Context: an optimization exercise on an open-source flow, tuned for a short achievable clock period and few clock cycles per item. The choices shown serve that exercise and are no tape-out recipe.
Function was checked by simulation only, so behaviour that the tests miss may differ from the original.
Power is estimated from default activity; no workload was simulated.

==> flow/design.v <==
module bf16_classify (
    input  wire [1:0]  sel,    
    input  wire [15:0] a,
    output reg  [15:0] r
);
    wire [7:0] e = a[14:7];
    wire [6:0] m = a[6:0];
    wire is_zero = (e == 8'd0)   && (m == 7'd0);
    wire is_den  = (e == 8'd0)   && (m != 7'd0);
    wire is_inf  = (e == 8'd255) && (m == 7'd0);
    wire is_nan  = (e == 8'd255) && (m != 7'd0);
    reg [2:0] code;
    always @* begin
        if (is_zero)     code = 3'd0;
        else if (is_inf) code = 3'd1;
        else if (is_nan) code = 3'd2;
        else if (is_den) code = 3'd4;
        else             code = 3'd3;
        case (sel)
            2'd0:    r = {15'd0, is_zero};
            2'd1:    r = {15'd0, is_nan};
            2'd2:    r = {15'd0, is_inf};
            default: r = {13'd0, code};
        endcase
    end
endmodule
module bf16_addsub (
    input  wire        clk,
    input  wire        sub,
    input  wire [15:0] a,
    input  wire [15:0] b_in,
    output reg         sp_n,      
    output reg  [15:0] spv_n,     
    output reg  [15:0] r          
);
    wire [15:0] b = {b_in[15] ^ sub, b_in[14:0]};
    wire       sa = a[15];
    wire [7:0] ea = a[14:7];
    wire [6:0] ma = a[6:0];
    wire       sb = b[15];
    wire [7:0] eb = b[14:7];
    wire [6:0] mb = b[6:0];
    wire a_zero = (ea == 8'd0) && (ma == 7'd0);
    wire b_zero = (eb == 8'd0) && (mb == 7'd0);
    wire [7:0] siga = {ea != 8'd0, ma};
    wire [7:0] sigb = {eb != 8'd0, mb};
    wire [8:0] dab = {1'b0, ea} - {1'b0, eb};
    wire [8:0] dba = {1'b0, eb} - {1'b0, ea};
    wire       a_ge = !dab[8];                        
    wire       far_a = dab[7:0] > 8'd8;               
    wire       far_b = dba[7:0] > 8'd8;               
    wire       eff_sub = sa ^ sb;
    wire       e_eq  = ea == eb;
    wire       near = eff_sub && (e_eq || dab == 9'd1 || dba == 9'd1);
    always @* begin
        sp_n  = 1'b1;
        spv_n = 16'h0000;
        if (ea == 8'd255) begin
            if (ma != 7'd0)        spv_n = a;
            else if (eb == 8'd255) begin
                if (mb != 7'd0)    spv_n = b;
                else if (sa == sb) spv_n = a;
                else               spv_n = 16'h7FC0;
            end else               spv_n = a;
        end else if (eb == 8'd255) spv_n = b;
        else if (a_zero)           spv_n = b;
        else if (b_zero)           spv_n = a;
        else if (a_ge && far_a)    spv_n = a;
        else if (!a_ge && far_b)   spv_n = b;
        else                       sp_n  = 1'b0;
    end
    wire [7:0] shb = sigb >> dab[3:0];
    wire [7:0] sha = siga >> dba[3:0];
    wire [8:0] nab = {1'b0, siga} - {1'b0, sigb >> dab[0]};
    wire [8:0] nba = {1'b0, sigb} - {1'b0, siga >> dba[0]};
    wire       n_ba = !a_ge || (e_eq && nab[8]);
    wire [7:0] nd   = n_ba ? nba[7:0] : nab[7:0];
    wire [7:0] re_n = a_ge ? ea : eb;
    reg        f_near, f_sub;
    reg [7:0]  x_big, x_small, n_diff;
    reg [7:0]  re, re_p1, re_m1;
    reg        re_254;
    reg        rs_far, rs_near;
    always @(posedge clk) begin
        f_near  <= near;
        f_sub   <= eff_sub;
        x_big   <= a_ge ? siga : sigb;
        x_small <= a_ge ? shb : sha;
        n_diff  <= nd;
        re      <= re_n;
        re_p1   <= a_ge ? ea + 8'd1 : eb + 8'd1;
        re_m1   <= a_ge ? ea - 8'd1 : eb - 8'd1;
        re_254  <= a_ge ? ea == 8'd254 : eb == 8'd254;
        rs_far  <= a_ge ? sa : sb;
        rs_near <= n_ba ? sb : sa;
    end
    wire [8:0] sum  = {1'b0, x_big} + {1'b0, x_small};
    wire [7:0] diff = x_big - x_small;       
    reg [3:0] k;
    reg [7:0] dn;
    reg [7:0] en;
    integer   i;
    always @* begin
        k = 4'd8;
        for (i = 0; i < 8; i = i + 1)
            if (n_diff[i]) k = 4'd7 - i[3:0];
        dn = n_diff << k[2:0];
        en = re - {4'd0, k};
    end
    always @* begin
        if (f_near) begin
            if (n_diff == 8'd0)                     r = 16'h0000;
            else if (k != 4'd0 && re <= {4'd0, k})  r = {rs_near, 15'd0};
            else                                    r = {rs_near, en, dn[6:0]};
        end else if (!f_sub) begin
            if (sum[8]) begin
                if (re_254) r = {rs_far, 15'h7F80};
                else        r = {rs_far, re_p1, sum[7:1]};
            end else        r = {rs_far, re, sum[6:0]};
        end else begin
            if (diff[7])    r = {rs_far, re, diff[6:0]};
            else            r = {rs_far, re_m1, diff[5:0], 1'b0};
        end
    end
endmodule
module bf16_mul (
    input  wire        clk,
    input  wire [15:0] a,
    input  wire [15:0] b,
    output reg         sp_n,
    output reg  [15:0] spv_n,
    output reg  [15:0] r
);
    wire       sa = a[15];
    wire [7:0] ea = a[14:7];
    wire [6:0] ma = a[6:0];
    wire       sb = b[15];
    wire [7:0] eb = b[14:7];
    wire [6:0] mb = b[6:0];
    wire       rs = sa ^ sb;
    wire a_nan  = (ea == 8'd255) && (ma != 7'd0);
    wire b_nan  = (eb == 8'd255) && (mb != 7'd0);
    wire a_inf  = (ea == 8'd255) && (ma == 7'd0);
    wire b_inf  = (eb == 8'd255) && (mb == 7'd0);
    wire a_zero = (ea == 8'd0)   && (ma == 7'd0);
    wire b_zero = (eb == 8'd0)   && (mb == 7'd0);
    wire a_den  = (ea == 8'd0);
    wire b_den  = (eb == 8'd0);
    reg  [7:0]  siga, sigb;
    reg  [2:0]  ka, kb;
    integer     i;
    always @* begin
        ka = 3'd0;
        kb = 3'd0;
        for (i = 0; i < 7; i = i + 1) begin
            if (ma[i]) ka = 3'd7 - i[2:0];
            if (mb[i]) kb = 3'd7 - i[2:0];
        end
        if (a_den) siga = {1'b0, ma} << ka;
        else       siga = {1'b1, ma};
        if (b_den) sigb = {1'b0, mb} << kb;
        else       sigb = {1'b1, mb};
    end
    wire [9:0] ex_a = a_den ? (10'd1 - {7'd0, ka}) : {2'b00, ea};
    wire [9:0] ex_b = b_den ? (10'd1 - {7'd0, kb}) : {2'b00, eb};
    wire signed [9:0] t = ex_a + ex_b;
    always @* begin
        sp_n = 1'b1;
        if (a_nan)                 spv_n = a;
        else if (b_nan)            spv_n = b;
        else if (a_inf)            spv_n = b_zero ? 16'h7FC0 : {rs, 15'h7F80};
        else if (b_inf)            spv_n = a_zero ? 16'h7FC0 : {rs, 15'h7F80};
        else if (a_zero || b_zero) spv_n = {rs, 15'd0};
        else begin
            sp_n  = 1'b0;
            spv_n = {rs, 15'd0};
        end
    end
    function automatic [31:0] csa(input [15:0] x, input [15:0] y, input [15:0] z);
        csa = {((x & y) | (x & z) | (y & z)) << 1, x ^ y ^ z};
    endfunction
    wire [15:0] pp0 = siga[0] ? {8'd0, sigb}      : 16'd0;
    wire [15:0] pp1 = siga[1] ? {7'd0, sigb, 1'b0} : 16'd0;
    wire [15:0] pp2 = siga[2] ? {6'd0, sigb, 2'b0} : 16'd0;
    wire [15:0] pp3 = siga[3] ? {5'd0, sigb, 3'b0} : 16'd0;
    wire [15:0] pp4 = siga[4] ? {4'd0, sigb, 4'b0} : 16'd0;
    wire [15:0] pp5 = siga[5] ? {3'd0, sigb, 5'b0} : 16'd0;
    wire [15:0] pp6 = siga[6] ? {2'd0, sigb, 6'b0} : 16'd0;
    wire [15:0] pp7 = siga[7] ? {1'd0, sigb, 7'b0} : 16'd0;
    wire [31:0] c1a = csa(pp0, pp1, pp2);
    wire [31:0] c1b = csa(pp3, pp4, pp5);
    wire [31:0] c2a = csa(c1a[15:0], c1a[31:16], c1b[15:0]);
    wire [31:0] c2b = csa(c1b[31:16], pp6, pp7);
    reg [15:0] w0, w1, w2, w3;
    reg        s_r;
    reg        ovf0, ovf1, unf0, unf1, den0, den1;
    reg [7:0]  tl;
    reg [2:0]  dsh;
    always @(posedge clk) begin
        w0   <= c2a[15:0];
        w1   <= c2a[31:16];
        w2   <= c2b[15:0];
        w3   <= c2b[31:16];
        s_r  <= rs;
        ovf0 <= t >= 10'sd382;
        ovf1 <= t >= 10'sd381;
        unf0 <= t < 10'sd121;
        unf1 <= t < 10'sd120;
        den0 <= t <= 10'sd127;
        den1 <= t <= 10'sd126;
        tl   <= t[7:0];
        dsh  <= ~t[2:0];
    end
    wire [31:0] c3  = csa(w0, w1, w2);
    wire [31:0] c4  = csa(c3[15:0], c3[31:16], w3);
    wire [15:0] p   = c4[15:0] + c4[31:16];
    wire        p15 = p[15];
    wire [7:0]  pd  = p[15:8] >> dsh;    
    wire [7:0]  e0  = tl + 8'd129;       
    wire [7:0]  e1  = tl + 8'd130;       
    always @* begin
        if (p15 ? ovf1 : ovf0)      r = {s_r, 15'h7F80};
        else if (p15 ? unf1 : unf0) r = {s_r, 15'd0};
        else if (p15 ? den1 : den0) r = {s_r, 8'd0, pd[6:0]};
        else if (p15)               r = {s_r, e1, p[14:8]};
        else                        r = {s_r, e0, p[13:7]};
    end
endmodule
module bf16_div (
    input  wire        clk,
    input  wire [15:0] a,
    input  wire [15:0] b,
    output reg         sp_n,
    output reg  [15:0] spv_n,
    output reg  [15:0] r
);
    wire       sa = a[15];
    wire [7:0] ea = a[14:7];
    wire [6:0] ma = a[6:0];
    wire       sb = b[15];
    wire [7:0] eb = b[14:7];
    wire [6:0] mb = b[6:0];
    wire       rs = sa ^ sb;
    wire a_nan  = (ea == 8'd255) && (ma != 7'd0);
    wire b_nan  = (eb == 8'd255) && (mb != 7'd0);
    wire a_inf  = (ea == 8'd255) && (ma == 7'd0);
    wire b_inf  = (eb == 8'd255) && (mb == 7'd0);
    wire a_zero = (ea == 8'd0)   && (ma == 7'd0);
    wire b_zero = (eb == 8'd0)   && (mb == 7'd0);
    wire a_den  = (ea == 8'd0);
    wire b_den  = (eb == 8'd0);
    wire [7:0] siga = {!a_den, ma};
    wire [7:0] sigb = {!b_den, mb};
    localparam [5119:0] RCP1_TABLE = 5120'h10102102051030a104111051a1062510733108431095410a6910b7f10c9810db310ed010ff011112112361135d11486115b2116e1118121194611a7c11bb511cf111e2f11f71120b5121fc1234612493125e3127361288c129e512b4112ca012e0312f69130d21323f133af1352213699138141399213b1413c9a13e2313fb114142142d7144701460d147af1495414afe14cac14e5f15016151d115391155561571f158ee15ac115c9915e7616059162401642d1661f1681716a1416c1716e201702f172431745e1767e178a517ad317d0617f4118182183ca186191886f18acc18d3118f9d192101948c1970f1999a19c2e19ec91a16e1a41b1a6d11a98f1ac581af291b2041b4e91b7d71bad01bdd31c0e11c3f91c71d1ca4c1cd861d0cc1d41e1d77c1dae71de5e1e1e21e5741e9141ecc11f07d1f4471f8201fc08200001020510411106251084310a6910c9810ed0111121135d115b21181211a7c11cf111f71121fc1249312736129e512ca012f691323f135221381413b1413e231414214470147af14afe14e5f151d115556158ee15c99160591642d1681716c171702f1745e178a517d06181821861918acc18f9d1948c1999a19ec91a41b1a98f1af291b4e91bad01c0e11c71d1cd861d41e1dae71e1e21e9141f07d1f82020000104111084310c9811112115b211a7c11f7112493129e512f691352213b1414142147af14e5f1555615c991642d16c171745e17d061861918f9d1999a1a41b1af291bad01c71d1d41e1e1e21f07d20000108431111211a7c1249312f6913b14147af155561642d1745e186191999a1af291c71d1e1e220000111121249313b14155561745e1999a1c71d2000012493155561999a2000015556200002000000000;
    localparam [5119:0] RCP3_TABLE = 5120'h303063060f3091e30c3330f4e3126f31599318c931bfc31f3b3227d325c83291932c7032fd033336336a233a1733d9234116344a33483634bd234f743531f356d335a8d35e533621f365f4369d236db9371a9375a2379a437daf381c3385e038a0938e3b39276396bd39b0d39f663a3cb3a83c3acb63b13c3b5ce3ba693bf133c3c63c8853cd503d2273d70d3dbfc3e0fa3e6043eb1d3f0423f5733fab3400024055d40aca41043415cb41b624210b426c042c874325d4384543e3c4444544a604508d456c945d1a4637a469ef470794771247dc34848648b5e4924b4994d4a0644a7934aed74b6304bda44c52d4ccce4d48a4dc5b4e44a4ec514f4734fcad5050850d7b5160c51ebb527855307053979542a354beb5555755ee4568925726457c5a58674590b559b1a5a5a65b05c5bb3c5c6435d1775dcd55e8605f418600003060f30c333126f318c931f3b325c832c703333633a17341163483634f74356d335e53365f436db9375a237daf385e038e3b396bd39f663a83c3b13c3ba693c3c63cd503d70d3e0fa3eb1d3f5734000240aca415cb4210b42c8743845444454508d45d1a469ef47712484864924b4a0644aed74bda44ccce4dc5b4ec514fcad50d7b51ebb53070542a3555575689257c5a590b55a5a65bb3c5d1775e8606000030c33318c9325c8333363411634f7435e5336db937daf38e3b39f663b13c3c3c63d70d3eb1d40002415cb42c874444545d1a477124924b4aed74ccce4ec5150d7b530705555757c5a5a5a65d17760000318c93333634f7436db938e3b3b13c3d70d4000242c8745d1a4924b4ccce50d7b555575a5a6600003333636db93b13c4000245d1a4ccce555576000036db9400024ccce6000040002600006000000000;
    wire [19:0] rcp1 = RCP1_TABLE[sigb * 20 +: 20];
    wire [19:0] rcp3 = RCP3_TABLE[sigb * 20 +: 20];
    reg  [7:0]  xa;
    reg  [2:0]  ka, kb;
    integer     i;
    always @* begin
        ka = 3'd0;
        kb = 3'd0;
        for (i = 0; i < 7; i = i + 1) begin
            if (ma[i]) ka = 3'd7 - i[2:0];
            if (mb[i]) kb = 3'd7 - i[2:0];
        end
        if (a_den) xa = {1'b0, ma} << ka;
        else       xa = {1'b1, ma};
    end
    wire [9:0] ex_a = a_den ? (10'd1 - {7'd0, ka}) : {2'b00, ea};
    wire [9:0] ex_b = b_den ? (10'd1 - {7'd0, kb}) : {2'b00, eb};
    wire signed [9:0] t = ex_a - ex_b;
    wire       sat   = b_den && ({1'b0, siga} >= {sigb, 1'b0});
    wire [7:0] ea1   = a_den ? 8'd1 : ea;
    wire       s_ovf = ea1 >= 8'd129;
    wire [7:0] s_e   = ea1 + 8'd126;
    always @* begin
        sp_n = 1'b1;
        if (a_nan)                 spv_n = a;
        else if (b_nan)            spv_n = b;
        else if (a_inf && b_inf)   spv_n = 16'h7FC0;
        else if (a_zero && b_zero) spv_n = 16'h7FC0;
        else if (a_inf)            spv_n = {rs, 15'h7F80};
        else if (b_inf)            spv_n = {rs, 15'd0};
        else if (b_zero)           spv_n = {rs, 15'h7F80};
        else if (a_zero)           spv_n = {rs, 15'd0};
        else if (sat)              spv_n = s_ovf ? {rs, 15'h7F80} : {rs, s_e, 7'h7F};
        else begin
            sp_n  = 1'b0;
            spv_n = {rs, 15'd0};
        end
    end
    function automatic [19:0] pick(input [1:0] d, input [19:0] r1, input [19:0] r3);
        case (d)
            2'd0:    pick = 20'd0;
            2'd1:    pick = r1;
            2'd2:    pick = {r1[18:0], 1'b0};
            default: pick = r3;
        endcase
    endfunction
    reg [19:0] pp0, pp1, pp2, pp3;
    reg        s_r;
    reg        ovf1, ovf0, unf1, unf0;
    reg [7:0]  tl;
    always @(posedge clk) begin
        pp0  <= pick(xa[1:0], rcp1, rcp3);
        pp1  <= pick(xa[3:2], rcp1, rcp3);
        pp2  <= pick(xa[5:4], rcp1, rcp3);
        pp3  <= pick(xa[7:6], rcp1, rcp3);
        s_r  <= rs;
        ovf1 <= t >= 10'sd128;
        ovf0 <= t >= 10'sd129;
        unf1 <= t <= -10'sd127;
        unf0 <= t <= -10'sd126;
        tl   <= t[7:0];
    end
    function automatic [51:0] csa(input [25:0] x, input [25:0] y, input [25:0] z);
        csa = {((x & y) | (x & z) | (y & z)) << 1, x ^ y ^ z};
    endfunction
    wire [51:0] c1 = csa({6'd0, pp0}, {4'd0, pp1, 2'd0}, {2'd0, pp2, 4'd0});
    wire [51:0] c2 = csa(c1[25:0], c1[51:26], {pp3, 6'd0});
    wire [25:0] p  = c2[25:0] + c2[51:26];
    wire [8:0]  q9 = p[24:16];
    wire        hi = q9[8];
    wire [7:0]  e1 = tl + 8'd127;        
    wire [7:0]  e0 = tl + 8'd126;        
    always @* begin
        if (hi ? ovf1 : ovf0)       r = {s_r, 15'h7F80};
        else if (hi ? unf1 : unf0)  r = {s_r, 15'd0};
        else if (hi)                r = {s_r, e1, q9[7:1]};
        else                        r = {s_r, e0, q9[6:0]};
    end
endmodule
module bf16_alu (
    input  wire        clk,
    input  wire        rst,         
    input  wire        in_valid,
    output wire        in_ready,
    input  wire [2:0]  op,
    input  wire [15:0] a,
    input  wire [15:0] b,
    output reg         out_valid,
    output reg  [15:0] r
);
    assign in_ready = 1'b1;
    wire [15:0] r_add, r_mul, r_div, r_cls;
    wire [15:0] v_add, v_mul, v_div;
    wire        s_add, s_mul, s_div;
    bf16_addsub u_addsub (.clk(clk), .sub(op[0]), .a(a), .b_in(b),
                          .sp_n(s_add), .spv_n(v_add), .r(r_add));
    bf16_mul    u_mul    (.clk(clk), .a(a), .b(b),
                          .sp_n(s_mul), .spv_n(v_mul), .r(r_mul));
    bf16_div    u_div    (.clk(clk), .a(a), .b(b),
                          .sp_n(s_div), .spv_n(v_div), .r(r_div));
    bf16_classify u_cls  (.sel(op[1:0]), .a(a), .r(r_cls));
    reg        fix_n;
    reg [15:0] fixv_n;
    always @* begin
        case (op)
            3'b000, 3'b001: begin fix_n = s_add; fixv_n = v_add; end
            3'b010:         begin fix_n = s_mul; fixv_n = v_mul; end
            3'b011:         begin fix_n = s_div; fixv_n = v_div; end
            default:        begin fix_n = 1'b1;  fixv_n = r_cls; end
        endcase
    end
    reg        sel_fix, sel_add, sel_mul, sel_div;
    reg [15:0] fixv;
    always @(posedge clk) begin
        if (rst) out_valid <= 1'b0;
        else     out_valid <= in_valid;
        sel_fix <= fix_n;
        sel_add <= !fix_n && op[2:1] == 2'b00;
        sel_mul <= !fix_n && op == 3'b010;
        sel_div <= !fix_n && op == 3'b011;
        fixv    <= fixv_n;
    end
    always @* begin
        r = ({16{sel_fix}} & fixv)
          | ({16{sel_add}} & r_add)
          | ({16{sel_mul}} & r_mul)
          | ({16{sel_div}} & r_div);
    end
endmodule
==> flow/run.sh <==
#!/bin/bash
# synth_recipe.tcl (not shown) runs the flow's synth.tcl, then flattens the netlist and writes it again
# the make line also repeats each setting of config.mk as NAME=value (left out here)
make -C /OpenROAD-flow-scripts/flow DESIGN_CONFIG=/design/flow/config.mk WORK_HOME=/design/flow/orfs CLKGATE_MAP_FILE= SYNTH_SCRIPT=/design/flow/synth_recipe.tcl finish
==> flow/config.mk <==
export PLATFORM = sky130hd
export DESIGN_NAME = bf16_alu
export DESIGN_NICKNAME = bf16_alu
export VERILOG_FILES = /design/flow/design.v
export SDC_FILE = /design/flow/constraint.sdc
export NUM_CORES = 4
export LEC_CHECK = 0
export CAP_MARGIN = 20
export CORE_MARGIN = 2
export CORE_UTILIZATION = 40
export SLEW_MARGIN = 20
==> flow/constraint.sdc <==
create_clock -name core_clock -period 46.0 [get_ports {clk}]
set_input_delay 9.2000 -clock core_clock [delete_from_list [all_inputs] [get_ports {clk}]]
set_output_delay 9.2000 -clock core_clock [all_outputs]
set_load 0.01 [all_outputs]
==> results of run 1 <==
## power groups by stage
stage / combinational (mW) / sequential, mW / clock, mW
after floorplan: 0.375 / 0.229 / 0
after global placement: 0.539 / 0.243 / 0
after detailed placement: 0.538 / 0.243 / 0
after CTS: 0.541 / 0.239 / 0.203
after global routing: 0.604 / 0.242 / 0.208
final: 0.559 / 0.240 / 0.201
## routing by layer
layer  GRT usage  wire [um]  share of wire
met1      0.5210      54510           0.37
met3      0.1402      17820           0.12
met4      0.3518      14700           0.10
met5           0         42        0.00028
met2      0.6323      60570           0.41
## state kept, by name, summed over array words and instances, names as in the netlist, 10 cells and up
name / cells
fixv: 16
u_div.pp0: 17
u_div.pp1: 19
u_div.pp2: 19
u_div.pp3: 19
u_mul.w0: 10
u_mul.w2: 10
## path summary, 6_finish.rpt
check	start	end	slack, ns	depth (start not counted)
setup / recovery	u_div.pp2[13]	r[14]	31.11	13
hold / removal	b[4]	u_addsub.x_big[4]	9.14	3
## logic make-up after synthesis
group,after synthesis
other cells,1
fa+ha+maj,237
simple gates,1190
flops,212
compound gates,1315
buf+inv,481
mux,79
xor+xnor,96
## stage by stage
step	hold slack, ns	cell area (sq um)
6_report	9.143	27960
5_1_grt	9.151	27930
4_1_cts	9.116	27840
3_5_place_dp	9.685	27040
3_3_place_gp	9.687	27040
2_1_floorplan	9.272	25940
## layout by cell type, fill, tap and decap left out, drive strengths merged, types with 23 or more instances in the layout
master,Yosys,layout
a211oi,81,81
a21o,41,41
a21oi,314,314
a221oi,27,27
a311oi,37,37
a31oi,71,71
and2,26,26
buf,132,113
clkbuf,172,25
clkdlybuf4s50,0,47
dfxtp,212,212
fa,80,80
ha,156,156
inv,172,176
mux2,25,25
mux2i,47,47
nand2,312,312
nand2b,60,60
nand3,112,112
nand4,23,23
nor2,368,368
nor2b,52,52
nor3,93,93
o211ai,55,55
o21ai,319,319
o221ai,32,32
o22ai,43,43
o311ai,32,32
o31ai,31,31
or2,42,42
xnor2,59,59
xor2,37,37
## tightest hold or removal path, stage by stage
cell	delay (ns)
buf_6	0.25
nand2_1	0.10
o21ai_0	0.07
## final cells by class
type	instances	area (sq um)
tap	855	1070
sequential	212	4244
clock buffer	25	581.8
inverter	177	664.4
clock inverter	14	222.7
timing repair buffer	160	1355
multi-input combinational	2918	19790
fill	6788	36270
antenna	13	32.53
==> results by group, run 1 <==
Outcome
  • Status: timing/DRC/antenna clean

Clock tree
  • Post-CTS Setup Bufs: 0
  • Clk slew on worst S/H paths: 0.07 ns
  • Hold_buf cts: 0
  • CTS root buffer: clkbuf_16
  • Number of H-tree levels: 1
  • TritonCTS buffer count: 22
  • Clock sink total: 212
  • Deepest clock path buffer count: 3
  • TritonCTS clock tree: done
  • CTS resizes: 0

Critical path
  • Crit Path Class: flip-flop to output port
  • WP buf/inv: 1
  • Setup crit end kind: output port
  • WP data arrival: 5.69 ns
  • Slowest CP cell: xnor2_2
  • Crit-path most repeated cell: fa_1
  • Critical path fanouts, max: 15
  • CP delay by family, top: adder cells
  • CP required: 36.80 ns
  • Crit-path max cell delay: 0.64 ns
  • Critical path, cell by cell: fa_1 -> fa_1 -> ha_1 -> a21oi_2 -> o21ai_0 -> a221oi_2 -> nand3_2 -> xnor2_2 -> mux2_2 -> a22o_1 -> a221oi_1 -> nand3_1 -> clkdlybuf4s50_1
  • CP Launch Type: flip-flop

Pwr
  • Pwr Density: 35.76 nW/um^2
  • Comb pwr share: 0.559
  • Leakage: 11.01 nW
  • Sw Share: 0.4676
  • Worst vdd ir: 0.00002512 V
  • Int Power: 532.2 uW
  • Overall Power: 999.7 uW
  • NetSw: 467.5 uW
  • Sequential Power Share: 0.240
  • Clock power share: 0.201

Logic synthesis
  • Adder-cell area share of the yosys netlist: 0.1374
  • Top-count cell post-synth: nor2_1
  • Register area share after synthesis: 0.1636
  • Cells after synthesis: 3,611
  • Post-synth cell types: 112
  • Syn Nets: 3,885
  • Ys async rst share: 0
  • Synth Register Bits: 212
  • Top cell type's share of synthesized area: 0.1636
  • Largest family of logic cells by synthesized area: compound AO/OA/AOI/OAI gates
  • Post-synthesis xor/xnor area fraction: 0.03300
  • Main synth FF type: dfxtp_1
  • Biggest area consumer among synthesized cells: dfxtp_1
  • Ys Warns: 5
  • Post-synthesis mux area share: 0.03507
  • Simple-gate share of the synthesized area: 0.2195
  • Mean post-synth cell area: 7.183 sq um
  • Complex-gate fraction of the synthesized area: 0.3353
  • Synthesized area: 25,940 sq um
  • Post-synth EDFFs: 0
  • Synth area leaders: dfxtp_1, ha_1, fa_1, a21oi_1, o21ai_0
  • Most frequent cells after synthesis: nor2_1, nand2_1, a21oi_1, o21ai_0, dfxtp_1

Die
  • Die X: 258.6 um
  • Core Box Area: 64,230 sq um
  • Die Y: 258.6 um
  • Std cell rows: 93
  • IO Pins: 56
  • Initial Util: 0.4038
  • Die area: 66,890 sq um

Cells and area
  • Fraction of layout cells with a size suffix above 1: 0.08100
  • Non-filler instance count after layout: 4,374
  • Nets: 3,765
  • Area grow syn2layout: 7.791%
  • Fin util: 0.4353

Detailed routing
  • DR iter-0 viols: 4,984
  • Pre-antenna DRT Iters: 10
  • Final ANT Viol Nets: 0
  • Drt wl/cell: 33.76 um
  • WL final: 147.6 mm
  • Post-route DRC: 0
  • Vias/cell: 6.987
  • Via count: 30,560

STA
  • Hold Fails Final Rpt: 0
  • Unrepaired setup endpoints after global routing: false
  • Setup TNS: 0 ns
  • Slew headroom: 0.1314
  • Setup ws final: 31.11 ns
  • Max Slew Vio Count: 0
  • # setup viols final: 0
  • Slew of the pin with the lowest slew margin: 1.295 ns
  • Final period util: 0.3237
  • Crit path time final: 14.89 ns
  • Max Clock Freq: 67.15 MHz

Place
  • Pre-CTS WS: 31.57 ns
  • Number of port buffers: 54
  • Final HPWL DP: 105.7 mm
  • Cell Count Post-Placement: 4,316
  • RePlAce Congestion: 1.120

Global route
  • Global-route usage over all layers: 0.4335
  • Pin count of the biggest net entering global routing: 141
  • First-pass GRT wire length: 211.9 mm
  • GRT overflow: 0
  • Antenna violations before repair: 17
  • Vias in the first global route: 28,640

Job
  • Max cap viols: 0

Hold path
  • HP Class: input port to flip-flop
Testbench counts, summed over its fixed seeds: cycles 16,008, items 16,000.
==> run 2, diff against run 1 <==
--- a/flow/design.v
+++ b/flow/design.v
@@ -191,16 +191,16 @@
     wire [31:0] c1b = csa(pp3, pp4, pp5);
     wire [31:0] c2a = csa(c1a[15:0], c1a[31:16], c1b[15:0]);
     wire [31:0] c2b = csa(c1b[31:16], pp6, pp7);
-    reg [15:0] w0, w1, w2, w3;
+    wire [31:0] c3  = csa(c2a[15:0], c2a[31:16], c2b[15:0]);
+    wire [31:0] c4  = csa(c3[15:0], c3[31:16], c2b[31:16]);
+    reg [15:0] w0, w1;
     reg        s_r;
     reg        ovf0, ovf1, unf0, unf1, den0, den1;
     reg [7:0]  tl;
     reg [2:0]  dsh;
     always @(posedge clk) begin
-        w0   <= c2a[15:0];
-        w1   <= c2a[31:16];
-        w2   <= c2b[15:0];
-        w3   <= c2b[31:16];
+        w0   <= c4[15:0];
+        w1   <= c4[31:16];
         s_r  <= rs;
         ovf0 <= t >= 10'sd382;
         ovf1 <= t >= 10'sd381;
@@ -211,9 +211,7 @@
         tl   <= t[7:0];
         dsh  <= ~t[2:0];
     end
-    wire [31:0] c3  = csa(w0, w1, w2);
-    wire [31:0] c4  = csa(c3[15:0], c3[31:16], w3);
-    wire [15:0] p   = c4[15:0] + c4[31:16];
+    wire [15:0] p   = w0 + w1;
     wire        p15 = p[15];
     wire [7:0]  pd  = p[15:8] >> dsh;    
     wire [7:0]  e0  = tl + 8'd129;       
@@ -299,15 +297,22 @@
             default: pick = r3;
         endcase
     endfunction
-    reg [19:0] pp0, pp1, pp2, pp3;
+    function automatic [51:0] csa(input [25:0] x, input [25:0] y, input [25:0] z);
+        csa = {((x & y) | (x & z) | (y & z)) << 1, x ^ y ^ z};
+    endfunction
+    wire [19:0] pp0 = pick(xa[1:0], rcp1, rcp3);
+    wire [19:0] pp1 = pick(xa[3:2], rcp1, rcp3);
+    wire [19:0] pp2 = pick(xa[5:4], rcp1, rcp3);
+    wire [19:0] pp3 = pick(xa[7:6], rcp1, rcp3);
+    wire [51:0] c1 = csa({6'd0, pp0}, {4'd0, pp1, 2'd0}, {2'd0, pp2, 4'd0});
+    wire [51:0] c2 = csa(c1[25:0], c1[51:26], {pp3, 6'd0});
+    reg [25:0] w0, w1;
     reg        s_r;
     reg        ovf1, ovf0, unf1, unf0;
     reg [7:0]  tl;
     always @(posedge clk) begin
-        pp0  <= pick(xa[1:0], rcp1, rcp3);
-        pp1  <= pick(xa[3:2], rcp1, rcp3);
-        pp2  <= pick(xa[5:4], rcp1, rcp3);
-        pp3  <= pick(xa[7:6], rcp1, rcp3);
+        w0   <= c2[25:0];
+        w1   <= c2[51:26];
         s_r  <= rs;
         ovf1 <= t >= 10'sd128;
         ovf0 <= t >= 10'sd129;
@@ -315,12 +320,7 @@
         unf0 <= t <= -10'sd126;
         tl   <= t[7:0];
     end
-    function automatic [51:0] csa(input [25:0] x, input [25:0] y, input [25:0] z);
-        csa = {((x & y) | (x & z) | (y & z)) << 1, x ^ y ^ z};
-    endfunction
-    wire [51:0] c1 = csa({6'd0, pp0}, {4'd0, pp1, 2'd0}, {2'd0, pp2, 4'd0});
-    wire [51:0] c2 = csa(c1[25:0], c1[51:26], {pp3, 6'd0});
-    wire [25:0] p  = c2[25:0] + c2[51:26];
+    wire [25:0] p  = w0 + w1;
     wire [8:0]  q9 = p[24:16];
     wire        hi = q9[8];
     wire [7:0]  e1 = tl + 8'd127;        
==> flow/flow/run.sh (new file) <==
#!/bin/bash
# The standard layout (the standard.sh: the standard synthesis, then
# ORFS floorplan to finish at the design's clock period and SDC), with
# ORFS's timing repair asked to keep going past zero slack: its setup
# margin is raised so that repair_timing upsizes and buffers the paths
# from the inputs to the registers and from the registers to the
# outputs until they stop improving. The constraints are unchanged.
set -euo pipefail
bash standard.sh SETUP_SLACK_MARGIN=34 finish > standard_flow.log 2>&1
==> flow/standard.sh (new file) <==
#!/bin/bash
# synth_recipe.tcl (not shown) runs the flow's synth.tcl, then flattens the netlist and writes it again
# the make line also repeats each setting of config.mk as NAME=value (left out here)
make -C /OpenROAD-flow-scripts/flow DESIGN_CONFIG=/design/flow/config.mk WORK_HOME=/design/flow/orfs CLKGATE_MAP_FILE= SYNTH_SCRIPT=/design/flow/synth_recipe.tcl "${@:-finish}"
removed: flow/run.sh
==> run 2 against run 1 <==
Effect of this change: worst hold slack got worse by 0.060 ns; routed wire length rose by 15%; maximum frequency rose by 15%; power rose by 14%; via count grew 13%; final cell count rose by 8.5%; final area grew 34%; combinational power grew about 40%; sequential power shrank 12%; largest power group unchanged; worst setup slack better by 1.9 ns; largest cell class unchanged; clock-buffer cell count decreased by 8.
==> results by group, run 2 <==
Critical path
  • CP Launch Type: input port
  • Setup crit end kind: flip-flop
  • WP buf/inv: 9 (+8)
  • CP delay by family, top: compound AO/OA/AOI/OAI gates
  • WP data arrival: 13.42 ns (+7.73 ns)
  • Critical path fanouts, max: 4 (-11)
  • Critical path, cell by cell: buf_12 -> buf_12 -> clkinv_16 -> ha_4 -> buf_6 -> buf_6 -> buf_8 -> buf_12 -> nand2b_4 -> buf_6 -> a31oi_4 -> nor3_4 -> a211oi_4 -> o22ai_2 -> or2_4 -> nor2_1 -> o21ai_1 -> fa_2 -> inv_2 -> fa_2
  • Crit-path max cell delay: 0.75 ns (+0.11 ns)
  • Slowest CP cell: a211oi_4
  • Crit Path Class: input port to flip-flop
  • CP required: 46.43 ns (+9.63 ns)
  • CP Launch Point: b[1]

STA
  • Crit path time final: 12.99 ns (-1.900 ns)
  • WHS: 9.083 ns (-0.05966 ns)
  • Max Slew Vio Count: 0 (unchanged)
  • Max Clock Freq: 76.98 MHz (+15%)
  • Final period util: 0.2824 (-0.04131)
  • # setup viols final: 0 (unchanged)
  • Unrepaired setup endpoints after global routing: true
  • Hold Fails Final Rpt: 0 (unchanged)
  • Slew headroom: 0.1399 (+0.008534)
  • Slew of the pin with the lowest slew margin: 1.270 ns (-0.02506 ns)
  • Setup TNS: 0 ns (unchanged)

Die
  • IO Pins: 56 (unchanged)
  • Die X: 256.4 um (-0.85%)
  • Die area: 65,760 sq um (-1.7%)
  • Initial Util: 0.4041 (about the same)
  • Core Box Area: 63,080 sq um (-1.8%)
  • Die Y: 256.4 um (-0.85%)
  • Std cell rows: 92 (-1.1%)

Global route
  • GRT overflow: 0 (unchanged)
  • First-pass GRT wire length: 240.7 mm (+14%)
  • Pin count of the biggest net entering global routing: 65 (-54%)
  • Antenna violations before repair: 23 (+6)
  • Global-route usage over all layers: 0.5040 (+0.07055)
  • Vias in the first global route: 32,470 (+13%)

Logic synthesis
  • Biggest area consumer among synthesized cells: dfxtp_1
  • Synth Register Bits: 164 (-23%)
  • Ys Warns: 5 (unchanged)
  • Post-synth EDFFs: 0 (unchanged)
  • Register area share after synthesis: 0.1288 (-0.03483)
  • Post-synth cell types: 107 (-4.5%)
  • Cells after synthesis: 3,551 (-1.7%)
  • Most frequent cells after synthesis: nand2_1, a21oi_1, nor2_1
  • Synth area leaders: dfxtp_1, ha_1, fa_1, a21oi_1, nand2_1
  • Top-count cell post-synth: nand2_1
  • Synthesized area: 25,490 sq um (-1.7%)
  • Main synth FF type: dfxtp_1
  • Syn Nets: 3,833 (-1.3%)
  • Ys async rst share: 0 (unchanged)
  • Top cell type's share of synthesized area: 0.1288 (-0.03483)
  • Mean post-synth cell area: 7.178 sq um (about the same)

Outcome
  • Status: timing/DRC/antenna clean

Clock tree
  • Number of H-tree levels: 4 (+3)
  • Deepest clock path buffer count: 2 (-1)
  • Clk slew on worst S/H paths: 0.08 ns (about the same)
  • TritonCTS clock tree: done
  • Hold_buf cts: 0 (unchanged)
  • CTS root buffer: clkbuf_16
  • Clock sink total: 164 (-23%)
  • TritonCTS buffer count: 17 (-23%)

Cells and area
  • Fraction of layout cells with a size suffix above 1: 0.3864 (+0.3054)
  • Largest registers: u_div.w0 (21), u_div.w1 (20), fixv (16)
  • Multi-input combinational cell area: 25,200 sq um (+27%)
  • Area grow syn2layout: 47.21%
  • Largest register FFs: 21
  • Commonest non-fill, non-tap cell in the layout: buf_4
  • Storage element area: 3323 sq um (-22%)
  • Nets: 4,156 (+10%)
  • Fillers: 5,648 (-17%)
  • Largest Register: u_div.w0
  • Most frequent cells in the layout: buf_4, nand2_1, a21oi_1, nor2_1, o21ai_0
  • Finished Cell Area: 37,520 sq um (+34%)

Hold path
  • Hold Crit Endpoint: u_addsub.re_p1[0]
  • Hold Path Depth: 2 (-1)
  • HP Class: input port to flip-flop
  • Hold Crit Start: a[7]

Detailed routing
  • Post-route DRC: 0 (unchanged)
  • Via count: 34,460 (+13%)
  • Final ANT Viol Nets: 0 (unchanged)
  • Drt wl/cell: 35.89 um (+6.3%)
  • DR iter-0 viols: 5,421 (+8.8%)
  • Pre-antenna DRT Iters: 13 (+3)
  • Vias/cell: 7.260 (+3.9%)
  • WL final: 170.4 mm (+15%)

Pwr
  • Worst vdd ir: 0.00002056 V (-18%)
  • Leakage: 14.49 nW (+32%)
  • Pwr Density: 30.41 nW/um^2 (-15%)

Place
  • Area of placed instances: 26,830 sq um (-0.78%)
  • RePlAce Congestion: 1.105 (-1.3%)
  • Final HPWL DP: 106.1 mm (+0.40%)
  • Number of port buffers: 54 (unchanged)

Job
  • Max cap viols: 0 (unchanged)
## run 2: cell count changes after synthesis, moves of 19 or more
cell      change
clkbuf_1     -21
o21ai_0      -71
dfxtp_1      -48
nor2_1      -109
nand2_1      +27
buf_2        +19
or3_1        +20
inv_1        +22
nor3_1       +49
a21oi_1      -33
## run 2: repair_timing
item,CTS,global route
pin swaps,260,202
resized for setup,1148,289
endpoints found under the setup margin,151,118
setup buffers,348,97
cloned,24,1
## run 2: how the worst max path moves through the flow
stage / depth (start not counted) / to
2_1_floorplan: 19 / u_mul.w0[7]
3_3_place_gp: 14 / u_mul.w0[9]
3_5_place_dp: 14 / u_mul.w0[9]
4_1_cts: 14 / r[12]
5_1_grt: 15 / r[12]
6_report: 20 / u_div.w0[6]
## run 2: routing by layer
layer | wire (um) | part of all wire | vias up | track usage
met1 | 58290 | 0.34 | 16400 | 0.5514
met3 | 22950 | 0.13 | 1184 | 0.2434
met4 | 20230 | 0.12 | 24 | 0.4527
met2 | 68570 | 0.40 | 2961 | 0.7173
li1 | - | - | 13890 | -
met5 | 351 | 0.0021 | - | 0.02485
## run 2: stage by stage
stage | power (mW) | util | std cells | worst slack (ns)
global placement | 0.7421 | 0.4253 | 4230 | 31.16
CTS | 1.033 | 0.5589 | 4634 | 33.22
global route | 1.195 | 0.5944 | 4737 | 33.00
detailed placement | 0.7405 | 0.4253 | 4230 | 31.18
finish | 1.141 | 0.5948 | 4747 | 33.01
floorplan | 0.5711 | - | 3551 | 32.87
## run 2: kinds of logic after synthesis
family	synth area share
AO/OA/AOI/OAI	0.3414
XOR/XNOR	0.03299
adder cells (fa/ha/maj)	0.1427
buffers and inverters	0.08418
flip-flops	0.1288
multiplexers	0.04644
other	0.0001471
AND/OR/NAND/NOR	0.2233
## run 2: where the power goes
group	total [mW]	leakage (nW)	switching, mW	internal, mW
Combinational	0.784	12.8	0.457	0.327
Sequential	0.212	1.38	0.0323	0.180
Clock	0.145	0.289	0.0722	0.0726
Total	1.14	14.5	0.561	0.580
## run 2: area by class of cell
cell class	count	area share
multi-input cells	2889	0.6715
repair buffers	606	0.1714
flip-flops and latches	164	0.08857
well taps	846	0.02821
inverters	195	0.02368
clock buffers	17	0.01134
clock inverters	15	0.004068
diodes	14	0.0009337
repair inverters	1	0.0002334
Testbench counts of run 2, summed over its fixed seeds: cycles 16,008, items 16,000.
==> run 3, diff against run 2 <==
--- a/flow/design.v
+++ b/flow/design.v
@@ -76,9 +76,20 @@
     wire       n_ba = !a_ge || (e_eq && nab[8]);
     wire [7:0] nd   = n_ba ? nba[7:0] : nab[7:0];
     wire [7:0] re_n = a_ge ? ea : eb;
+    reg [63:0] em_n;
+    reg [7:0]  fl_n;
+    integer    j;
+    always @* begin
+        for (j = 0; j < 8; j = j + 1) begin
+            em_n[8*j +: 8] = a_ge ? ea - j[7:0] : eb - j[7:0];
+            fl_n[j]        = (j != 0) && (a_ge ? ea <= j[7:0] : eb <= j[7:0]);
+        end
+    end
     reg        f_near, f_sub;
     reg [7:0]  x_big, x_small, n_diff;
     reg [7:0]  re, re_p1, re_m1;
+    reg [63:0] em;
+    reg [7:0]  fl;
     reg        re_254;
     reg        rs_far, rs_near;
     always @(posedge clk) begin
@@ -91,26 +102,34 @@
         re_p1   <= a_ge ? ea + 8'd1 : eb + 8'd1;
         re_m1   <= a_ge ? ea - 8'd1 : eb - 8'd1;
         re_254  <= a_ge ? ea == 8'd254 : eb == 8'd254;
+        em      <= em_n;
+        fl      <= fl_n;
         rs_far  <= a_ge ? sa : sb;
         rs_near <= n_ba ? sb : sa;
     end
     wire [8:0] sum  = {1'b0, x_big} + {1'b0, x_small};
     wire [7:0] diff = x_big - x_small;       
-    reg [3:0] k;
+    reg [7:0] lead;
     reg [7:0] dn;
     reg [7:0] en;
+    reg       flush;
     integer   i;
     always @* begin
-        k = 4'd8;
         for (i = 0; i < 8; i = i + 1)
-            if (n_diff[i]) k = 4'd7 - i[3:0];
-        dn = n_diff << k[2:0];
-        en = re - {4'd0, k};
+            lead[i] = n_diff[7 - i] && (i == 0 || (n_diff >> (8 - i)) == 8'd0);
+        dn    = 8'd0;
+        en    = 8'd0;
+        flush = 1'b0;
+        for (i = 0; i < 8; i = i + 1) begin
+            dn    = dn | ({8{lead[i]}} & (n_diff << i));
+            en    = en | ({8{lead[i]}} & em[8*i +: 8]);
+            flush = flush | (lead[i] & fl[i]);
+        end
     end
     always @* begin
         if (f_near) begin
             if (n_diff == 8'd0)                     r = 16'h0000;
-            else if (k != 4'd0 && re <= {4'd0, k})  r = {rs_near, 15'd0};
+            else if (flush)                         r = {rs_near, 15'd0};
             else                                    r = {rs_near, en, dn[6:0]};
         end else if (!f_sub) begin
             if (sum[8]) begin
@@ -253,7 +272,7 @@
     localparam [5119:0] RCP3_TABLE = 5120'h303063060f3091e30c3330f4e3126f31599318c931bfc31f3b3227d325c83291932c7032fd033336336a233a1733d9234116344a33483634bd234f743531f356d335a8d35e533621f365f4369d236db9371a9375a2379a437daf381c3385e038a0938e3b39276396bd39b0d39f663a3cb3a83c3acb63b13c3b5ce3ba693bf133c3c63c8853cd503d2273d70d3dbfc3e0fa3e6043eb1d3f0423f5733fab3400024055d40aca41043415cb41b624210b426c042c874325d4384543e3c4444544a604508d456c945d1a4637a469ef470794771247dc34848648b5e4924b4994d4a0644a7934aed74b6304bda44c52d4ccce4d48a4dc5b4e44a4ec514f4734fcad5050850d7b5160c51ebb527855307053979542a354beb5555755ee4568925726457c5a58674590b559b1a5a5a65b05c5bb3c5c6435d1775dcd55e8605f418600003060f30c333126f318c931f3b325c832c703333633a17341163483634f74356d335e53365f436db9375a237daf385e038e3b396bd39f663a83c3b13c3ba693c3c63cd503d70d3e0fa3eb1d3f5734000240aca415cb4210b42c8743845444454508d45d1a469ef47712484864924b4a0644aed74bda44ccce4dc5b4ec514fcad50d7b51ebb53070542a3555575689257c5a590b55a5a65bb3c5d1775e8606000030c33318c9325c8333363411634f7435e5336db937daf38e3b39f663b13c3c3c63d70d3eb1d40002415cb42c874444545d1a477124924b4aed74ccce4ec5150d7b530705555757c5a5a5a65d17760000318c93333634f7436db938e3b3b13c3d70d4000242c8745d1a4924b4ccce50d7b555575a5a6600003333636db93b13c4000245d1a4ccce555576000036db9400024ccce6000040002600006000000000;
     wire [19:0] rcp1 = RCP1_TABLE[sigb * 20 +: 20];
     wire [19:0] rcp3 = RCP3_TABLE[sigb * 20 +: 20];
-    reg  [7:0]  xa;
+    reg  [7:0]  xa, xb;
     reg  [2:0]  ka, kb;
     integer     i;
     always @* begin
@@ -265,6 +284,8 @@
         end
         if (a_den) xa = {1'b0, ma} << ka;
         else       xa = {1'b1, ma};
+        if (b_den) xb = {1'b0, mb} << kb;
+        else       xb = {1'b1, mb};
     end
     wire [9:0] ex_a = a_den ? (10'd1 - {7'd0, ka}) : {2'b00, ea};
     wire [9:0] ex_b = b_den ? (10'd1 - {7'd0, kb}) : {2'b00, eb};
@@ -307,13 +328,14 @@
     wire [51:0] c1 = csa({6'd0, pp0}, {4'd0, pp1, 2'd0}, {2'd0, pp2, 4'd0});
     wire [51:0] c2 = csa(c1[25:0], c1[51:26], {pp3, 6'd0});
     reg [25:0] w0, w1;
-    reg        s_r;
+    reg        s_r, hi;
     reg        ovf1, ovf0, unf1, unf0;
     reg [7:0]  tl;
     always @(posedge clk) begin
         w0   <= c2[25:0];
         w1   <= c2[51:26];
         s_r  <= rs;
+        hi   <= xa >= xb;                
         ovf1 <= t >= 10'sd128;
         ovf0 <= t >= 10'sd129;
         unf1 <= t <= -10'sd127;
@@ -322,7 +344,6 @@
     end
     wire [25:0] p  = w0 + w1;
     wire [8:0]  q9 = p[24:16];
-    wire        hi = q9[8];
     wire [7:0]  e1 = tl + 8'd127;        
     wire [7:0]  e0 = tl + 8'd126;        
     always @* begin
==> run 3 against run 2 <==
Effect of this change: clock-buffer cell count rose by 16; sequential cell count rose by 45; synthesized area up 11%; utilization grew 0.50 points; sequential share of layout area rose by 1.2 points; synthesized cell count is 12% higher; routed wire length up 22%; critical path type unchanged; power up 19%.
==> results by group, run 3 <==
Detailed routing
  • Post-route DRC: 0 (unchanged)
  • Via count: 39,020 (+13%)
  • WL final: 208.7 mm (+22%)
  • Vias/cell: 7.294 (+0.48%)
  • DR iter-0 viols: 7,028 (+30%)
  • Pre-antenna DRT Iters: 13 (unchanged)
  • Final ANT Viol Nets: 0 (unchanged)
  • Drt wl/cell: 39.01 um (+8.7%)

Die
  • Die area: 72,710 sq um (+11%)
  • Core Box Area: 69,910 sq um (+11%)
  • Die X: 269.7 um (+5.2%)
  • Die Y: 269.7 um (+5.2%)
  • Std cell rows: 97 (+5.4%)
  • IO Pins: 56 (unchanged)
  • Initial Util: 0.4038 (about the same)

Logic synthesis
  • Mean post-synth cell area: 7.107 sq um (-0.99%)
  • Syn Nets: 4,283 (+12%)
  • Largest family of logic cells by synthesized area: compound AO/OA/AOI/OAI gates
  • Cells after synthesis: 3,972 (+12%)
  • Top cell type's share of synthesized area: 0.1482 (+0.01942)
  • Complex-gate fraction of the synthesized area: 0.3425 (+0.001138)
  • Most frequent cells after synthesis: nand2_1, o21ai_0, nor2_1
  • Main synth FF type: dfxtp_1
  • Adder-cell area share of the yosys netlist: 0.1415 (-0.001262)
  • Synth area leaders: dfxtp_1, ha_1, o21ai_0, nand2_1, a21oi_1
  • Synth Register Bits: 209 (+27%)
  • Register area share after synthesis: 0.1482 (+0.01942)
  • Synthesized area: 28,230 sq um (+11%)
  • Top-count cell post-synth: nand2_1
  • Biggest area consumer among synthesized cells: dfxtp_1
  • Ys Warns: 5 (unchanged)
  • Post-synth EDFFs: 0 (unchanged)
  • Post-synth cell types: 110 (+2.8%)
  • Ys async rst share: 0 (unchanged)
  • Post-synthesis xor/xnor area fraction: 0.04721 (+0.01422)
  • Simple-gate share of the synthesized area: 0.2090 (-0.01431)
  • Post-synthesis mux area share: 0.02806 (-0.01838)

STA
  • Final period util: 0.2828 (+0.0003652)
  • Setup TNS: 0 ns (unchanged)
  • # setup viols final: 0 (unchanged)
  • Max Slew Vio Count: 0 (unchanged)
  • WHS: 9.142 ns (+0.05883 ns)
  • Slew headroom: 0.2514 (+0.1115)
  • Max Clock Freq: 76.88 MHz (-0.13%)
  • Unrepaired setup endpoints after global routing: true
  • Crit path time final: 13.01 ns (+0.01680 ns)
  • Hold Fails Final Rpt: 0 (unchanged)
  • Slew of the pin with the lowest slew margin: 1.123 ns (-0.1471 ns)

Critical path
  • Crit Path Class: input port to flip-flop
  • Setup crit end kind: flip-flop
  • Crit-path max cell delay: 0.84 ns (+0.09 ns)
  • CP Launch Point: b[2]
  • Critical path fanouts, max: 20 (+16)
  • CP required: 46.48 ns (+0.05 ns)
  • WP data arrival: 13.49 ns (+0.07 ns)
  • CP Launch Type: input port
  • Critical path, cell by cell: buf_16 -> clkinv_16 -> buf_6 -> ha_4 -> and2_1 -> or3_4 -> a311oi_2 -> a311oi_4 -> or3_4 -> mux2_4 -> a21oi_4 -> fa_2 -> fa_2
  • Slowest CP cell: a311oi_4

Global route
  • First-pass GRT wire length: 288.1 mm (+20%)
  • Global-route usage over all layers: 0.5558 (+0.05175)
  • Pin count of the biggest net entering global routing: 70 (+7.7%)
  • Antenna violations before repair: 37 (+61%)
  • Vias in the first global route: 36,030 (+11%)
  • GRT overflow: 0 (unchanged)

Cells and area
  • Storage element area: 4214 sq um (+27%)
  • Largest Register: u_addsub.em
  • Multi-input combinational cell area: 26,930 sq um (+6.9%)
  • Most frequent cells in the layout: buf_4, nand2_1, nor2_1
  • Largest registers: u_addsub.em (53), u_div.w0 (20), u_div.w1 (20)
  • Commonest non-fill, non-tap cell in the layout: buf_4
  • Largest register FFs: 53 (+150%)
  • Fin util: 0.5998 (+0.004969)
  • Nets: 4,676 (+13%)
  • Fillers: 6,256 (+11%)
  • Area grow syn2layout: 48.54%
  • Fraction of layout cells with a size suffix above 1: 0.3777 (-0.008679)

Outcome
  • Status: timing/DRC/antenna clean

Clock tree
  • Deepest clock path buffer count: 3 (+1)
  • Clk slew on worst S/H paths: 0.06 ns (-0.02 ns)
  • TritonCTS buffer count: 26 (+9)
  • TritonCTS clock tree: done
  • CTS root buffer: clkbuf_16
  • Number of H-tree levels: 1 (-3)
  • Clock sink total: 209 (+27%)

Pwr
  • Worst vdd ir: 0.00004241 V (+110%)
  • Pwr Density: 32.25 nW/um^2 (+6.1%)
  • Leakage: 16.38 nW (+13%)

Hold path
  • HP Class: input port to flip-flop
  • Hold Crit Start: b[0]

Place
  • RePlAce Congestion: 1.152 (+4.3%)
  • Final HPWL DP: 123.9 mm (+17%)
  • Number of port buffers: 54 (unchanged)

Job
  • Max cap viols: 0 (unchanged)
## run 3: cell types whose count changed in the layout (fill, tap and decap cells not counted), sizes merged, moves of 30 or more
cell | previous run | this run
xnor2 | 68 | 117
buf | 561 | 639
nor2 | 259 | 347
a21oi | 277 | 336
nand2 | 341 | 447
o21ai | 269 | 369
nor3 | 140 | 103
ha | 166 | 196
dfxtp | 164 | 209
## run 3: worst max-delay path, delay by kind of cell
| kind | cells | cell delay, ns |
|---|---|---|
| AOI/OAI and AO/OA | 3 | 1.02 |
| adders and majority gates | 3 | 1.26 |
| buffers and inverters | 3 | 0.63 |
| muxes | 1 | 0.17 |
| and+or+nand+nor | 3 | 1.11 |
## run 3: through the flow
stage	power, mW	cell area, sq um	setup slack (ns)	std cells
2_1_floorplan	0.6346	29280	32.77	3972
3_3_place_gp	0.8258	30050	30.92	4739
3_5_place_dp	0.8242	30050	30.88	4739
4_1_cts	1.222	39500	33.24	5199
5_1_grt	1.400	41880	33.01	5331
6_report	1.352	41930	32.99	5350
## run 3: area by class of cell
type                       instances  share of cell area
antenna                           26            0.001552
clock buffer                      33             0.01737
clock inverter                    14            0.004834
inverter                         197             0.02301
multi-input combinational       3231              0.6424
sequential                       209              0.1005
tap                              940             0.02805
timing repair buffer             698              0.1817
timing repair inverter             2           0.0005968
## run 3: repair_timing
| action | 4_1_cts | 5_1_grt |
|---|---|---|
| hold buffers | 0 | 0 |
| pin swaps | 315 | 194 |
| resized for setup | 1176 | 318 |
| buffers inserted | 375 | 118 |
| endpoints found under the setup margin | 209 | 121 |
| cloned | 38 | 3 |
## run 3: layer usage
metal	track usage	wire, um	vias to the layer above
met5	0.04539	626	-
met4	0.4718	24730	24
met3	0.3491	34280	1460
met2	0.7591	80540	3685
met1	0.5927	68500	18450
li1	-	-	15410
## run 3: path summary, 6_finish.rpt
kind                              to  slack [ns]  cells past startpoint
setup / recovery         u_div.w0[6]       32.99                     13
hold / removal    u_addsub.n_diff[0]        9.14                      4
## run 3: power by group
group	total, mW	switching [mW]	internal [mW]
combinational	0.872	0.505	0.367
clock	0.221	0.0863	0.135
sequential	0.259	0.0351	0.224
total	1.35	0.627	0.725
## run 3: cells by family after synthesis
family                     after synthesis
and+or+nand+nor                       1280
DFF                                    209
adders and majority gates              273
AOI/OAI and AO/OA                     1458
other                                    1
muxes                                   66
xor gates and xnor gates               150
buffers and inverters                  535
Testbench counts of run 3, summed over its fixed seeds: cycles 16,008, items 16,000.

## afterwards: timing with drivers on the ports
The results above use ideal ports. As a check the final layouts listed here were re-extracted and re-timed, cells and wires unchanged.
Step 1 assumes that a clkbuf_16 drives the clock port and a buf_2 every other input.
Step 2 times the ports against the registers' clock, not the clock port: input delays grow and output delays shrink by t, the midpoint of the rising clock arrivals with the driver on.
Three values: ideal, step 1, step 2; two values: the first two.
run | shift t [ns] | slack for setup (ns) | hold slack, ns | worst setup path at the end | cell pins on the clock port's net
run 1 | 0.597 | 31.109 / 31.047 / 31.326 | 9.143 / 9.113 / 9.709 | input to register | 1
run 2 | 0.537 | 33.009 / 32.964 / 32.427 | 9.083 / 9.051 / 9.588 | input to register | 1
run 3 | 0.617 | 32.992 / 32.814 / 32.197 | 9.142 / 9.118 / 9.735 | input to register | 1
After both steps every run listed still meets setup and hold. For run 3, which loses most, drivers alone change the setup slack by -0.178 ns; drivers and shift together by -0.795 ns.
